From an optimization exercise on the open Yosys and OpenROAD flow, aimed at small area, a short achievable clock period and few clock cycles; shortcuts taken in it are not production practice. In this exercise RTL edits were held to simulation tests only and were not proved equivalent to the original.

## oak
## rrr_codec
module rrr_codec (
    input  wire        clk,
    input  wire        rst,       
    input  wire        start,
    input  wire [1:0]  op,        
    input  wire [63:0] arg0,
    input  wire [63:0] arg1,
    output wire        ready,
    output reg         done,
    output reg         fault,     
    output reg  [63:0] finfo,     
    output reg  [63:0] res0,
    output reg  [63:0] res1
);
Size in the first run: roughly 6000 cells after synthesis, roughly 700 flip-flops, ~330 I/O pins.
clock: 10.0 ns
lec_check: 0
cap_margin: 20
core_margin: 2
core_utilization: 40
place_density: 0.6
slew_margin: 20
run.sh (not shown) runs the stock make flow with config.mk's settings and CLKGATE_MAP_FILE= SYNTH_SCRIPT=/design/flow/synth_recipe.tcl, a recipe that flattens the netlist after the stock synthesis.
Testbench counts of oak, summed over its fixed seeds: cycles 3,373,224.
What pine does differently from oak at the input level:
--- a/flow/design.v
+++ b/flow/design.v
@@ -29,38 +29,38 @@
     reg [3:0]  ret;       
     reg [1:0]  op_q;
     reg [63:0] a0_q;
     reg [63:0] a1_q;
     reg [5:0]  bn;
     reg [5:0]  bk;        
     reg [5:0]  bi;
     reg [59:0] v;
     reg [5:0]  mul;
     reg [5:0]  dvs;
-    reg [71:0] p;         
+    reg [59:0] p;         
     reg [59:0] q;         
     reg [5:0]  rem;
     reg [6:0]  cnt;
     reg [62:0] blk;       
     reg [5:0]  n;         
     reg [5:0]  kk;        
     reg [5:0]  pos;       
     reg [59:0] acc;       
     assign ready = (state == S_IDLE);
     reg [6:0]  rtrial;
     reg [5:0]  rnext;
     reg [3:0]  qbits;
     integer    st;
     always @* begin
         rnext = rem;
         for (st = 0; st < 4; st = st + 1) begin
-            rtrial = {rnext, p[71 - st]};
+            rtrial = {rnext, p[59 - st]};
             qbits[3 - st] = (rtrial >= {1'b0, dvs});
             rtrial = qbits[3 - st] ? (rtrial - {1'b0, dvs}) : rtrial;
             rnext = rtrial[5:0];
         end
     end
     reg [5:0] clsz;
     always @* begin
         case (a0_q[5:0])
             6'd0:  clsz = 6'd1;   6'd1:  clsz = 6'd6;   6'd2:  clsz = 6'd11;  6'd3:  clsz = 6'd16;
             6'd4:  clsz = 6'd20;  6'd5:  clsz = 6'd23;  6'd6:  clsz = 6'd27;  6'd7:  clsz = 6'd30;
@@ -208,29 +208,28 @@
                                 acc   <= a1_q[59:0];
                                 mul   <= 6'd63 - kk;
                                 dvs   <= 6'd63;
                                 ret   <= S_DEC;
                                 state <= S_MUL;
                             end
                         end
                     endcase
                 end
                 S_MUL: begin
-                    p     <= {12'd0, v} * {66'd0, mul};
-                    rem   <= 6'd0;
-                    cnt   <= 7'd18;
+                    {rem, p} <= {6'd0, v} * {60'd0, mul};
+                    cnt   <= 7'd15;
                     state <= S_DIV;
                 end
                 S_DIV: begin
                     rem <= rnext;
                     q   <= {q[55:0], qbits};
-                    p   <= {p[67:0], 4'd0};
+                    p   <= {p[55:0], 4'd0};
                     cnt <= cnt - 7'd1;
                     if (cnt == 7'd1) begin
                         v     <= {q[55:0], qbits};
                         state <= ret;
                     end
                 end
                 S_ENC: begin
                     if (blk[0]) begin
                         acc <= acc + v;
                         kk  <= kk - 6'd1;
==> run summary <==
- From oak to pine the numbers moved as follows: minimum clock period has increased; count of clock-buffer cells in the layout has increased; sequential cell area has decreased.
- Diff oak -> pine: final worst setup slack decreased by 99 ps relative to the old numbers; final weighted congestion of routability-driven global placement increased by 0.032 relative to the old numbers; detailed route wirelength on metal2 increased by 14% relative to the old numbers.
- Compared to oak, pine has fraction of area in registers 1.1 points lower.
- Changes observed in pine relative to oak: relative area change from synthesis to final layout has increased; via count went up about 6%.
Testbench counts of pine, summed over its fixed seeds: cycles 2,868,891.

========
== run 1 ==
rrr_codec, a different RTL version from the one above (not shown whole).
Size in the first run: roughly 6,000 cells after synthesis, about 700 flip-flops, about 330 I/O pins, about 54,000 µm² of cells after synthesis.
export LEC_CHECK = 0
export CAP_MARGIN = 20
export CORE_MARGIN = 2
export CORE_UTILIZATION = 40
export PLACE_DENSITY = 0.6
export SLEW_MARGIN = 20
create_clock -name core_clock -period 10.0 [get_ports {clk}]
Testbench counts of run 1, summed over its fixed seeds: cycles 11,442,552.
For run 3, these inputs were changed with respect to run 1:
--- a/flow/design.v
+++ b/flow/design.v
@@ -29,33 +29,43 @@
     reg [3:0]  ret;       
     reg [1:0]  op_q;
     reg [63:0] a0_q;
     reg [63:0] a1_q;
     reg [5:0]  bn;
     reg [5:0]  bk;        
     reg [5:0]  bi;
     reg [59:0] v;
     reg [5:0]  mul;
     reg [5:0]  dvs;
-    reg [65:0] p;         
+    reg [71:0] p;         
     reg [59:0] q;         
     reg [5:0]  rem;
     reg [6:0]  cnt;
     reg [62:0] blk;       
     reg [5:0]  n;         
     reg [5:0]  kk;        
     reg [5:0]  pos;       
     reg [59:0] acc;       
     assign ready = (state == S_IDLE);
-    wire [6:0] rtrial = {rem, p[65]};
-    wire       qbit   = (rtrial >= {1'b0, dvs});
-    wire [6:0] rnext  = qbit ? (rtrial - {1'b0, dvs}) : rtrial;
+    reg [6:0]  rtrial;
+    reg [5:0]  rnext;
+    reg [7:0]  qbits;
+    integer    st;
+    always @* begin
+        rnext = rem;
+        for (st = 0; st < 8; st = st + 1) begin
+            rtrial = {rnext, p[71 - st]};
+            qbits[7 - st] = (rtrial >= {1'b0, dvs});
+            rtrial = qbits[7 - st] ? (rtrial - {1'b0, dvs}) : rtrial;
+            rnext = rtrial[5:0];
+        end
+    end
     reg [5:0] clsz;
     always @* begin
         case (a0_q[5:0])
             6'd0:  clsz = 6'd1;   6'd1:  clsz = 6'd6;   6'd2:  clsz = 6'd11;  6'd3:  clsz = 6'd16;
             6'd4:  clsz = 6'd20;  6'd5:  clsz = 6'd23;  6'd6:  clsz = 6'd27;  6'd7:  clsz = 6'd30;
             6'd8:  clsz = 6'd32;  6'd9:  clsz = 6'd35;  6'd10: clsz = 6'd37;  6'd11: clsz = 6'd40;
             6'd12: clsz = 6'd42;  6'd13: clsz = 6'd44;  6'd14: clsz = 6'd46;  6'd15: clsz = 6'd47;
             6'd16: clsz = 6'd49;  6'd17: clsz = 6'd50;  6'd18: clsz = 6'd52;  6'd19: clsz = 6'd53;
             6'd20: clsz = 6'd54;  6'd21: clsz = 6'd55;  6'd22: clsz = 6'd56;  6'd23: clsz = 6'd57;
             6'd24: clsz = 6'd58;  6'd25: clsz = 6'd58;  6'd26: clsz = 6'd59;  6'd27: clsz = 6'd59;
@@ -198,32 +208,32 @@
                                 acc   <= a1_q[59:0];
                                 mul   <= 6'd63 - kk;
                                 dvs   <= 6'd63;
                                 ret   <= S_DEC;
                                 state <= S_MUL;
                             end
                         end
                     endcase
                 end
                 S_MUL: begin
-                    p     <= {6'd0, v} * {60'd0, mul};
+                    p     <= {12'd0, v} * {66'd0, mul};
                     rem   <= 6'd0;
-                    cnt   <= 7'd66;
+                    cnt   <= 7'd9;
                     state <= S_DIV;
                 end
                 S_DIV: begin
-                    rem <= rnext[5:0];
-                    q   <= {q[58:0], qbit};
-                    p   <= {p[64:0], 1'b0};
+                    rem <= rnext;
+                    q   <= {q[51:0], qbits};
+                    p   <= {p[63:0], 8'd0};
                     cnt <= cnt - 7'd1;
                     if (cnt == 7'd1) begin
-                        v     <= {q[58:0], qbit};
+                        v     <= {q[51:0], qbits};
                         state <= ret;
                     end
                 end
                 S_ENC: begin
                     if (blk[0]) begin
                         acc <= acc + v;
                         kk  <= kk - 6'd1;
                     end
                     blk <= blk >> 1;
                     n   <= n - 6'd1;
[summary]
- Run 3: flow complete, layout not clean; failing: setup timing
- Compared with run 1, in run 3 TritonCTS buffer count lower.
- On length of routed wiring on met1: run 3 sits below run 1.
- Diff run 3 and run 1: area fraction in compound gates after synthesis lower in run 3
- Run 3 reports a higher share of the clock period used by the worst path than run 1 does.
- Compared with run 1, in run 3 register-to-register slack saw a decrease.
- In the reports for run 3 and run 1, the larger post-synthesis share of cell area spent on xor and xnor gates belongs to run 3.
- Run 3 — layout cell share with drive strength beyond 1 4.2 points higher, run 1 as reference
Testbench counts of run 3, summed over its fixed seeds: cycles 1,860,225.

[port drivers added, routing unchanged]
How much do the figures lean on ideal ports? The routed layouts below were timed once more, with nothing changed but the port constraints.
Step 1 assumes that a clkbuf_16 drives the clock port and a buf_2 every other input.
Step 2 adds t to the input delays and takes it off the output delays; t is the mean of the earliest and latest rising clock arrival at the registers after step 1. Input paths then give back, and output paths get back, about the clock's delay inside the block.
Slacks: no drivers / after step 1 / after step 2; pairs: no drivers / after step 1.
run	t, ns	setup WS [ns]	worst hold slack (ns)	worst register clock-pin slew, ns	cell pins on the clock port's net
oak	0.748	0.829 / 0.829 / 0.829	0.432 / 0.432 / 0.432	0.07 / 0.07	1
pine	0.796	0.731 / 0.731 / 0.731	0.443 / 0.443 / 0.443	0.07 / 0.07	1
run 1	0.787	1.245 / 1.245 / 1.245	0.419 / 0.419 / 0.419	0.07 / 0.07	1
run 3	0.779	-3.832 / -3.832 / -3.832	0.432 / 0.432 / 0.432	0.08 / 0.08	1
